Context: an optimization exercise on an open-source flow, tuned for small area. The choices shown serve that exercise and are no tape-out recipe. Only simulation tests tie the RTL to the original design; equivalence was not proved. No activity file was given, so power comes from the tool's default toggle rates.

v6:
==> flow/design.v (excerpt) <==
module spi_daq #(
  parameter integer CLK_HZ = 50000000
) (
  input  wire          clk,
  input  wire          rst,
  input  wire          cmd_valid,
  output wire          cmd_ready,
  input  wire [31:0]   cmd_word,
  input  wire [31:0]   cfg_clock_hz,
  input  wire [7:0]    cfg_mode,
  input  wire          cfg_no_cs,
  input  wire          cfg_sync_enable,
  input  wire [31:0]   cfg_settle_frames,
  input  wire [31:0]   cfg_timeout_ms,
  input  wire [63:0]   now_ns,
  output reg           rsp_valid,
  output reg  [2:0]    rsp_code,
  output wire [63:0]   rsp_seq,
  output wire [63:0]   rsp_ts,
  output wire [255:0]  rsp_ch,
  output wire [191:0]  rsp_raw,
  output wire          sclk,
  output wire          mosi,
  output wire          cs_n,
  input  wire          miso,
  input  wire          drdy_n,
  output wire          sync_n
);
==> flow/config.mk <==
export PLATFORM = sky130hd
export DESIGN_NAME = spi_daq
export DESIGN_NICKNAME = spi_daq
export VERILOG_FILES = /design/flow/design.v
export SDC_FILE = /design/flow/constraint.sdc
export NUM_CORES = 4
export LEC_CHECK = 0
export CAP_MARGIN = 20
export CORE_MARGIN = 2
export CORE_UTILIZATION = 60
export PLACE_DENSITY = 0.7
export SLEW_MARGIN = 20
==> flow/constraint.sdc <==
create_clock -name core_clock -period 20.0 [get_ports {clk}]
set_input_delay 4.0000 -clock core_clock [delete_from_list [all_inputs] [get_ports {clk}]]
set_output_delay 4.0000 -clock core_clock [all_outputs]
set_load 0.01 [all_outputs]
standard.sh (not shown) runs the stock make flow with config.mk's settings and CLKGATE_MAP_FILE= SYNTH_SCRIPT=/design/flow/synth_recipe.tcl, a recipe that flattens the netlist after the stock synthesis.
==> flow/flow/run.sh <==
#!/bin/bash
# Standard ORFS layout with buf_1 port buffers and a clock tree without dummy loads.
set -euo pipefail
export BUFFER_PORTS_ARGS="-buffer_cell sky130_fd_sc_hd__buf_1"
export CTS_ARGS="-sink_clustering_enable -repair_clock_nets -dont_use_dummy_load -buf_list sky130_fd_sc_hd__clkbuf_16 -sink_clustering_size 40 -sink_clustering_max_diameter 80"
bash standard.sh > standard.log 2>&1
The flow ended early for v6: it failed with a tool error in 3_2_place_iop.
Relative to v6, the following input files were edited for v7:
- DIE_AREA newly set to 0 0 232 232
- CORE_AREA newly set to 4 4 228 228
- CORE_MARGIN removed (was 2)
- PLACE_DENSITY changed from 0.7 to 0.6
- CORE_UTILIZATION removed (was 60)
--- a/flow/flow/run.sh
+++ b/flow/flow/run.sh
@@ -5 +5 @@
-export CTS_ARGS="-sink_clustering_enable -repair_clock_nets -dont_use_dummy_load -buf_list sky130_fd_sc_hd__clkbuf_16 -sink_clustering_size 40 -sink_clustering_max_diameter 80"
+export CTS_ARGS="-sink_clustering_enable -repair_clock_nets -dont_use_dummy_load -buf_list sky130_fd_sc_hd__clkbuf_8 -sink_clustering_size 20 -sink_clustering_max_diameter 60"
[summary]
v7 did not stop at any stage, and its layout met the timing, DRC and antenna checks. Going from v6 to v7, cell row count grew by more than a quarter. Comparing v6 with v7, the register bit total from synthesis came out essentially unchanged. Die outline width: v7 vs v6 up 53 um. Per the comparison of v7 with v6, synthesized cell count comparable, complex-gate fraction of the synthesized area level, simple-gate share of the synthesized area ~0 delta, die outline height higher, starting utilization of the core area now sits lower.

job 9982:
Another version of the RTL of spi_daq (not shown whole).
For scale: about 1,900 cells after synthesis, about 470 flip-flops, about 790 I/O pins.
Settings: LEC_CHECK=0, ABC_AREA=1, CAP_MARGIN=20, CORE_MARGIN=2, CORE_UTILIZATION=40, PLACE_DENSITY=0.6, SLEW_MARGIN=20; clock period 20.0 ns.
==> flow/flow/run.sh <==
#!/bin/bash
# Standard ORFS layout with smaller port buffers and a clock tree without dummy loads.
set -euo pipefail
export BUFFER_PORTS_ARGS="-buffer_cell sky130_fd_sc_hd__buf_1"
export CTS_ARGS="-sink_clustering_enable -repair_clock_nets -dont_use_dummy_load -buf_list sky130_fd_sc_hd__clkbuf_8"
bash standard.sh > standard.log 2>&1
[inputs] job 4158 vs job 9982
- ABC_AREA no longer set, was 1
==> flow/run.sh (new file) <==
#!/bin/bash
# synth_recipe.tcl (not shown) runs the flow's synth.tcl, then flattens the netlist and writes it again
# the make line also repeats each setting of config.mk as NAME=value (left out here)
make -C /OpenROAD-flow-scripts/flow DESIGN_CONFIG=/design/flow/config.mk WORK_HOME=/design/flow/orfs CLKGATE_MAP_FILE= SYNTH_SCRIPT=/design/flow/synth_recipe.tcl finish
removed: flow/flow/run.sh
removed: flow/standard.sh
- Diff job 9982 -> job 4158: non-clock buffer count neither gained nor lost much, count of cell types in the netlist picked up an extra 34, area of all placed cells without fillers picked up an extra about 24%, row count neither gained nor lost much.
- Of the two values seen for timing startpoint of the critical path, st[0]$_SDFF_PP0_ was produced by job 9982 and st[2]$_SDFF_PP0_ by job 4158.
Edits applied to the flow inputs when going from job 4158 to job 8181:
==> flow/flow/run.sh (new file) <==
#!/bin/bash
# Standard ORFS layout with buf_1 port buffers and a clock tree without dummy loads.
set -euo pipefail
export BUFFER_PORTS_ARGS="-buffer_cell sky130_fd_sc_hd__buf_1"
export CTS_ARGS="-sink_clustering_enable -repair_clock_nets -dont_use_dummy_load -buf_list sky130_fd_sc_hd__clkbuf_4 -sink_clustering_size 30"
bash standard.sh > standard.log 2>&1
==> flow/standard.sh (new file) <==
#!/bin/bash
# synth_recipe.tcl (not shown) runs the flow's synth.tcl, then flattens the netlist and writes it again
# the make line also repeats each setting of config.mk as NAME=value (left out here)
make -C /OpenROAD-flow-scripts/flow DESIGN_CONFIG=/design/flow/config.mk WORK_HOME=/design/flow/orfs CLKGATE_MAP_FILE= SYNTH_SCRIPT=/design/flow/synth_recipe.tcl "${@:-finish}"
removed: flow/run.sh
### Flow results
- Job 8181 has completed all stages; timing, DRC and antenna checks passed.
- Compared with job 4158, job 8181 shows final hold slack lower by 0.032 ns.
- Summary of job 8181 over job 4158: leakage power fell about 24%, number of non-filler instances in the completed layout grew by 1.2%, total wire length after detailed routing moved down.

spi_daq, a different RTL version from the one above (not shown whole).
Size: about 1300 cells after synthesis, ~490 flip-flops, about 790 I/O pins, ~0.016 sq mm of cells after synthesis.
export LEC_CHECK = 0
export CAP_MARGIN = 20
export CORE_AREA = 4 4 228 228
export DIE_AREA = 0 0 232 232
export PLACE_DENSITY = 0.6
export SLEW_MARGIN = 20
create_clock -name core_clock -period 20.0 [get_ports {clk}]
==> flow/flow/run.sh <==
#!/bin/bash
# Standard ORFS layout with buf_1 port buffers and a clock tree without dummy loads.
set -euo pipefail
export BUFFER_PORTS_ARGS="-buffer_cell sky130_fd_sc_hd__buf_1"
export CTS_ARGS="-sink_clustering_enable -repair_clock_nets -dont_use_dummy_load -buf_list sky130_fd_sc_hd__clkbuf_2 -sink_clustering_size 6 -sink_clustering_max_diameter 30"
bash standard.sh > standard.log 2>&1
==> next run, changes <==
==> flow/flow/run.sh (replaced) <==
#!/bin/bash
# Standard ORFS layout with buf_1 port buffers and a clock tree without dummy loads.
set -euo pipefail
export BUFFER_PORTS_ARGS="-buffer_cell sky130_fd_sc_hd__buf_1"
export CTS_ARGS="-sink_clustering_enable -repair_clock_nets -dont_use_dummy_load -buf_list sky130_fd_sc_hd__clkbuf_4 -sink_clustering_size 8 -sink_clustering_max_diameter 36"
bash standard.sh > standard.log 2>&1
--- a/flow/config.mk
+++ b/flow/config.mk
@@ -11 +11 @@
-export PLACE_DENSITY = 0.6
+export PLACE_DENSITY = 0.7
After rerunning: The new run completed without violations; routed wire length goes up by a few percent; utilization goes up by 0.25 points; setup slack gets worse by 0.23 ns; area after synthesis does not change; die area stays the same; final cell count goes down slightly; cell area goes up slightly; sequential power is about the same; first-iteration DRC count goes up by a few percent; maximum frequency goes down slightly; global-route usage goes up by 0.85 points.
==> next run, changes <==
==> flow/flow/run.sh (replaced) <==
#!/bin/bash
# Standard ORFS layout with buf_1 port buffers and a clock tree without dummy loads.
set -euo pipefail
export BUFFER_PORTS_ARGS="-buffer_cell sky130_fd_sc_hd__buf_1"
export CTS_ARGS="-sink_clustering_enable -repair_clock_nets -dont_use_dummy_load -buf_list sky130_fd_sc_hd__clkbuf_4 -sink_clustering_size 10 -sink_clustering_max_diameter 40"
bash standard.sh > standard.log 2>&1
The new run finished clean.
Hold slack improved by 0.0095 ns.
Die area is unchanged.
Power shrinks by 2.2%.
Wire length came out lower by 0.71%.
Setup slack improved by 0.098 ns.
Critical path depth stays the same.
Synthesized area is unchanged.
Register-to-register slack gets better by 0.098 ns.
Cell area goes down by 0.54%.
==> next run, changes <==
==> flow/flow/run.sh (replaced) <==
#!/bin/bash
# Standard ORFS layout with buf_1 port buffers and a clock tree without dummy loads.
set -euo pipefail
export BUFFER_PORTS_ARGS="-buffer_cell sky130_fd_sc_hd__buf_1"
export CTS_ARGS="-sink_clustering_enable -repair_clock_nets -dont_use_dummy_load -buf_list sky130_fd_sc_hd__clkbuf_4 -sink_clustering_size 10 -sink_clustering_max_diameter 40 -balance_levels"
bash standard.sh > standard.log 2>&1
--- a/flow/config.mk
+++ b/flow/config.mk
@@ -11 +11 @@
-export PLACE_DENSITY = 0.7
+export PLACE_DENSITY = 0.6
After rerunning:
- register-to-register slack gets better by 0.18 ns
- worst hold slack gets better by 0.0095 ns
- final area hardly moves
- die area does not change
- flip-flop and latch count is unchanged
- clock skew rose by 0.034 ns

[what the ideal ports hide]
No port has a modelled driver above. Below, the same layouts with a new extraction and two added sets of constraints. Step 1 assumes that a clkbuf_16 drives the clock port and a buf_2 every other input. Step 2 moves the port delays by t, midway between the first and last clock arrival at a register: inputs arrive t later, outputs are due t later. That takes back most of the time a late clock gives input paths. a / b / c = ideal ports / drivers / drivers and shift; a / b = the first two.
run	shift t [ns]	slack for setup (ns)	hold slack, ns	worst setup path after step 2	clock arrival spread, ns
v7	0.647	13.447 / 13.447 / 13.117	0.313 / 0.313 / 0.313	input to register	0.132 / 0.132
job 9982	0.692	13.789 / 13.766 / 13.499	0.339 / 0.339 / 0.339	input to register	0.061 / 0.061
job 4158	0.655	13.072 / 13.012 / 12.973	0.326 / 0.326 / 0.326	input to register	0.014 / 0.014
job 8181	0.911	13.215 / 13.155 / 13.032	0.294 / 0.294 / 0.294	input to register	0.117 / 0.118
the first run of note 3	1.016	8.414 / 8.414 / 8.414	0.227 / 0.227 / 0.227	register to register	0.212 / 0.212
the second run of note 3	0.822	8.187 / 8.187 / 8.187	0.285 / 0.285 / 0.285	register to register	0.107 / 0.107
the third run of note 3	0.791	8.285 / 8.285 / 8.285	0.294 / 0.294 / 0.294	register to register	0.086 / 0.086
the fourth run of note 3	0.780	8.469 / 8.469 / 8.469	0.304 / 0.304 / 0.304	register to register	0.137 / 0.137
After both steps every run listed still meets setup and hold. The setup slack of v7, which loses most, moves by 0.000 ns with the drivers and by -0.330 ns with both steps.
